Source: an optimization exercise on an open RTL-to-GDS flow (aim: small area, a short achievable clock period and few clock cycles). Production flows keep margins and buffers that such runs may drop. The RTL was checked by simulation tests, not by an equivalence proof against the original design. Power and IR drop assume default switching activity.

// raster_block
module raster_block (
    input  wire        clk,
    input  wire        rst,           
    input  wire        reg_valid,
    input  wire        reg_write,
    input  wire [5:0]  reg_addr,
    input  wire [31:0] reg_wdata,
    output reg  [31:0] reg_rdata,
    output wire        reg_berr,
    output wire        pix_re,
    output wire [15:0] pix_addr,
    input  wire [7:0]  pix_rdata,
    output wire        bmp_re,
    output wire        bmp_we,
    output wire [12:0] bmp_addr,
    output wire [7:0]  bmp_wdata,
    input  wire [7:0]  bmp_rdata,
    output wire        out_we,
    output wire [14:0] out_addr,
    output wire [7:0]  out_wdata,
    output wire        busy_o
);
For scale: roughly 17,000 sq um of cells after synthesis.
clock: 11.0 ns
lec_check: 0
abc_area: 1
cap_margin: 20
core_margin: 2
core_utilization: 50
cts_cluster_diameter: 150
cts_cluster_size: 20
place_density: 0.7
setup_slack_margin: 5
slew_margin: 20
tns_end_percent: 20
standard.sh (not shown) runs the stock make flow with config.mk's settings and CLKGATE_MAP_FILE= SYNTH_SCRIPT=/design/flow/synth_recipe.tcl, a recipe that flattens the netlist after the stock synthesis.
==> flow/flow/run.sh <==
#!/bin/bash
# Layout: the standard ORFS flow (standard.sh, with the standard
# synthesis unchanged), except that the port buffers which placement puts on
# every input and output are sky130_fd_sc_hd__buf_2 cells instead of the
# resizer's default pick (a delay cell, clkdlybuf4s50_1); timing repair still
# resizes them where a path needs it. Each ORFS step writes its full log
# under orfs/logs/; make's own output goes to make.log here.
set -euo pipefail
bash standard.sh "BUFFER_PORTS_ARGS=-buffer_cell sky130_fd_sc_hd__buf_2" finish > make.log 2>&1
Testbench counts at the start, summed over its fixed seeds: cycles 1,107,324.
Then changed:
==> flow/flow/run.sh (replaced) <==
#!/bin/bash
# Layout: the standard ORFS flow (standard.sh, with the standard
# synthesis unchanged), except that the port buffers which placement puts on
# every input and output are sky130_fd_sc_hd__buf_1 cells instead of the
# resizer's default pick (a delay cell, clkdlybuf4s50_1); timing repair still
# resizes them where a path needs it. Each ORFS step writes its full log
# under orfs/logs/; make's own output goes to make.log here.
set -euo pipefail
bash standard.sh "BUFFER_PORTS_ARGS=-buffer_cell sky130_fd_sc_hd__buf_1" finish > make.log 2>&1
--- a/flow/config.mk
+++ b/flow/config.mk
@@ -9,8 +9,8 @@
 export CAP_MARGIN = 20
 export CORE_MARGIN = 2
-export CORE_UTILIZATION = 50
+export CORE_UTILIZATION = 40
 export CTS_CLUSTER_DIAMETER = 150
 export CTS_CLUSTER_SIZE = 20
-export PLACE_DENSITY = 0.7
+export PLACE_DENSITY = 0.6
 export SETUP_SLACK_MARGIN = 5
 export SLEW_MARGIN = 20
Sequential power is about the same; total power rises by 0.33%; utilization went down by 11 points; final area rose by 0.92%; first-iteration DRC count went down by 17%; clock-buffer cell count drops by 1.
Then changed:
--- a/flow/config.mk
+++ b/flow/config.mk
@@ -15,3 +15,2 @@
 export SETUP_SLACK_MARGIN = 5
 export SLEW_MARGIN = 20
-export TNS_END_PERCENT = 20
Outcome: The new run produced a clean layout; power barely changes; register-to-register slack is worse by 50 ps; wire length climbs slightly; via count is higher slightly.


run 1:
Another version of the RTL of raster_block (not shown whole).
Size in the first run: about 260 flip-flops.
clock: 11.0 ns
lec_check: 0
abc_area: 1
cap_margin: 20
core_margin: 2
core_utilization: 50
cts_cluster_diameter: 150
cts_cluster_size: 20
place_density: 0.7
setup_slack_margin: 5
slew_margin: 20
tns_end_percent: 20
==> flow/flow/run.sh <==
#!/bin/bash
# Layout: the standard ORFS flow (standard.sh, with the standard
# synthesis unchanged), except that the port buffers which placement puts on
# every input and output are sky130_fd_sc_hd__buf_1 cells instead of the
# resizer's default pick (a delay cell, clkdlybuf4s50_1); timing repair still
# resizes them where a path needs it. Each ORFS step writes its full log
# under orfs/logs/; make's own output goes to make.log here.
set -euo pipefail
bash standard.sh "BUFFER_PORTS_ARGS=-buffer_cell sky130_fd_sc_hd__buf_1" finish > make.log 2>&1
Testbench counts of run 1, summed over its fixed seeds: cycles 1,107,324.
Here is what was changed in the inputs of run 2 compared with run 1.
Settings: CORE_UTILIZATION: 50 -> 40; CTS_CLUSTER_SIZE: 20 -> unset; TNS_END_PERCENT: 20 -> unset; CTS_CLUSTER_DIAMETER: 150 -> unset; PLACE_DENSITY: 0.7 -> 0.6.
--- outcome ---
- Going from run 1 to run 2, vias per cell shrank by a few percent.
- Density: run 2 sparser than run 1
- Worst setup slack after placement on run 2 is up relative to run 1.
- Summary — layout-stage area growth over the synthesis result, run 2 relative to run 1: higher, by 8.3 points.
Input-level comparison between run 3 and run 2:
Settings: setting CTS_CLUSTER_DIAMETER to 150 for the first time; setting TNS_END_PERCENT to 20 for the first time; setting CTS_CLUSTER_SIZE to 20 for the first time.
Findings:
- The critical path depth of run 3 is higher than that of run 2.
- Cell area after layout for run 3: about 6% down relative to run 2
- Relative to run 2, the largest voltage drop on the vdd net of run 3 is lower by 18%.
- Going from run 2 to run 3, final setup skew grows by 0.019 ns.
- Going from run 2 to run 3, the final worst setup slack was found to have gone down by 0.075 ns.
- Relative to run 2, non-clock buffer count has decreased by about 11% in run 3.
- Per the comparison of run 3 with run 2, filler cell count in the final layout went up 122, total power went down.
- In the tables for run 3 and run 2, total length of routed wires reads higher with run 2.
What run 4 does differently from run 3 at the input level:
Settings: TNS_END_PERCENT removed (was 20).
==> flow/flow/run.sh <==
#!/bin/bash
# Layout: the standard ORFS flow (standard.sh, with the standard
# synthesis unchanged), except that the port buffers which placement puts on
# every input and output are sky130_fd_sc_hd__buf_2 cells instead of the
# resizer's default pick (a delay cell, clkdlybuf4s50_1); timing repair still
# resizes them where a path needs it. Each ORFS step writes its full log
# under orfs/logs/; make's own output goes to make.log here.
set -euo pipefail
bash standard.sh "BUFFER_PORTS_ARGS=-buffer_cell sky130_fd_sc_hd__buf_2" finish > make.log 2>&1
[summary]
Compared with run 3, run 4 supports a higher clock frequency. Sort run 3 and run 4 by multi-input gate area in the final layout, ascending, and run 3 comes first. Final worst setup slack up 0.061 ns in run 4 wrt run 3. In the metrics for run 3 and run 4, the one carrying the lower detailed-routed wire length on met3 is run 3. Run 4 vs run 3 — first-iteration DRC count rose 12%. Final worst-path cycle share for run 4: 0.55 points down relative to run 3. Compared with run 3, in run 4 instance count of the mapped netlist about even; fraction of area in clock buffers and inverters about even; worst hold slack about even; total of plain and repair buffers excluding clock buffers rose 10%. In the flow results for run 3 and run 4, the switching power total is smaller on run 3.
Inputs modified between run 4 and run 5:
Settings: ABC_AREA no longer set, was 1; CTS_CLUSTER_SIZE no longer set, was 20; CTS_CLUSTER_DIAMETER no longer set, was 150.
==> flow/run.sh (new file) <==
#!/bin/bash
# synth_recipe.tcl (not shown) runs the flow's synth.tcl, then flattens the netlist and writes it again
# the make line also repeats each setting of config.mk as NAME=value (left out here)
make -C /OpenROAD-flow-scripts/flow DESIGN_CONFIG=/design/flow/config.mk WORK_HOME=/design/flow/orfs CLKGATE_MAP_FILE= SYNTH_SCRIPT=/design/flow/synth_recipe.tcl finish
removed: flow/flow/run.sh
removed: flow/standard.sh
Results
Compared with run 4, run 5 instantiates a smaller number of standard cells. Of run 5 and run 4, the run reporting the lower per-cell via count in the routed design was run 4. Diff run 4 -> run 5 | final standard cell area without fillers | up by a little under 10%. Vertical extent of the die: run 5 higher than run 4. In the tables for run 5 and run 4, power reads lower with run 4. Run 5 vs. run 4: routed wire length fell by 2.5%, final clock period utilization by the worst path rose by 1.1 points. Fmax, run 5 and run 4: smaller value in run 5. Combinational family with the most area after synthesis: compound AO/OA/AOI/OAI gates -> run 5, simple AND/OR/NAND/NOR gates -> run 4. Run 5 ended with less leakage power total than run 4. Re global-route wire length before repair: run 5 is 2.9% down on run 4.


RTL: one of the versions met above, not the one the previous note started from.
For scale: ~2,200 cells after synthesis, about 260 flip-flops, about 17,000 um^2 of cells after synthesis.
## raster_block
module raster_block (
    input  wire        clk,
    input  wire        rst,           
    input  wire        reg_valid,
    input  wire        reg_write,
    input  wire [5:0]  reg_addr,
    input  wire [31:0] reg_wdata,
    output reg  [31:0] reg_rdata,
    output wire        reg_berr,
    output wire        pix_re,
    output wire [15:0] pix_addr,
    input  wire [7:0]  pix_rdata,
    output wire        bmp_re,
    output wire        bmp_we,
    output wire [12:0] bmp_addr,
    output wire [7:0]  bmp_wdata,
    input  wire [7:0]  bmp_rdata,
    output wire        out_we,
    output wire [14:0] out_addr,
    output wire [7:0]  out_wdata,
    output wire        busy_o
);
    localparam [2:0] S_IDLE = 3'd0,
                     S_ILL  = 3'd1,    
                     S_MUL  = 3'd2,    
                     S_CHK  = 3'd3,    
                     S_RAST = 3'd4,    
  ...
export LEC_CHECK = 0
export ABC_AREA = 1
export CAP_MARGIN = 20
export CORE_MARGIN = 2
export CORE_UTILIZATION = 50
export CTS_CLUSTER_DIAMETER = 150
export CTS_CLUSTER_SIZE = 20
export PLACE_DENSITY = 0.7
export SETUP_SLACK_MARGIN = 5
export SLEW_MARGIN = 20
export TNS_END_PERCENT = 20
create_clock -name core_clock -period 11.0 [get_ports {clk}]
==> flow/flow/run.sh <==
#!/bin/bash
# Layout: the standard ORFS flow (standard.sh, with the standard
# synthesis unchanged), except that the port buffers which placement puts on
# every input and output are sky130_fd_sc_hd__buf_1 cells instead of the
# resizer's default pick (a delay cell, clkdlybuf4s50_1); timing repair still
# resizes them where a path needs it. Each ORFS step writes its full log
# under orfs/logs/; make's own output goes to make.log here.
set -euo pipefail
bash standard.sh "BUFFER_PORTS_ARGS=-buffer_cell sky130_fd_sc_hd__buf_1" finish > make.log 2>&1
Testbench counts at the start, summed over its fixed seeds: cycles 1,107,324.
==> next run, changes <==
==> flow/flow/run.sh (replaced) <==
#!/bin/bash
set -euo pipefail
bash standard.sh "BUFFER_PORTS_ARGS=-buffer_cell sky130_fd_sc_hd__buf_1" \
    "SETUP_SLACK_MARGIN=5.3" finish > make.log 2>&1
Settings changed: CORE_UTILIZATION 50 to 40, PLACE_DENSITY 0.7 to 0.6.
Hold slack got worse by 0.0057 ns.
Via count rose by 0.33%.
Area after synthesis does not change.
Routed wire length rose by 11%.

-- static timing again, ports no longer ideal --
How much do the figures lean on ideal ports? The routed layouts below were timed once more, with nothing changed but the port constraints. Step 1 assumes that a clkbuf_16 drives the clock port and a buf_2 every other input. Step 2, shift: input delay + t, output delay - t, t = (earliest + latest rising clock arrival at the registers) / 2. This alone moves slack from input paths to output paths. Three values: ideal ports, drivers, drivers and shift; two values: the first two.
run | t, ns | setup slack, ns | worst setup path after step 2
the first run of note 1 | 0.572 | 4.986 / 4.956 / 4.956 | input to output
the second run of note 1 | 0.577 | 5.005 / 4.941 / 4.941 | input to output
the third run of note 1 | 0.574 | 5.033 / 4.983 / 4.983 | input to output
run 1 | 0.571 | 4.842 / 4.797 / 4.797 | input to output
run 2 | 0.660 | 4.918 / 4.870 / 4.870 | input to output
run 3 | 0.587 | 4.842 / 4.822 / 4.822 | input to output
run 4 | 0.578 | 4.903 / 4.868 / 4.868 | input to output
run 5 | 0.624 | 4.778 / 4.705 / 4.705 | input to output
the first run of note 3 | 0.570 | 4.956 / 4.927 / 4.927 | input to output
the second run of note 3 | 0.579 | 5.022 / 4.971 / 4.971 | input to output
After both steps every run listed still meets setup and hold. For run 5, which loses most, drivers alone change the setup slack by -0.073 ns; drivers and shift together by -0.073 ns.
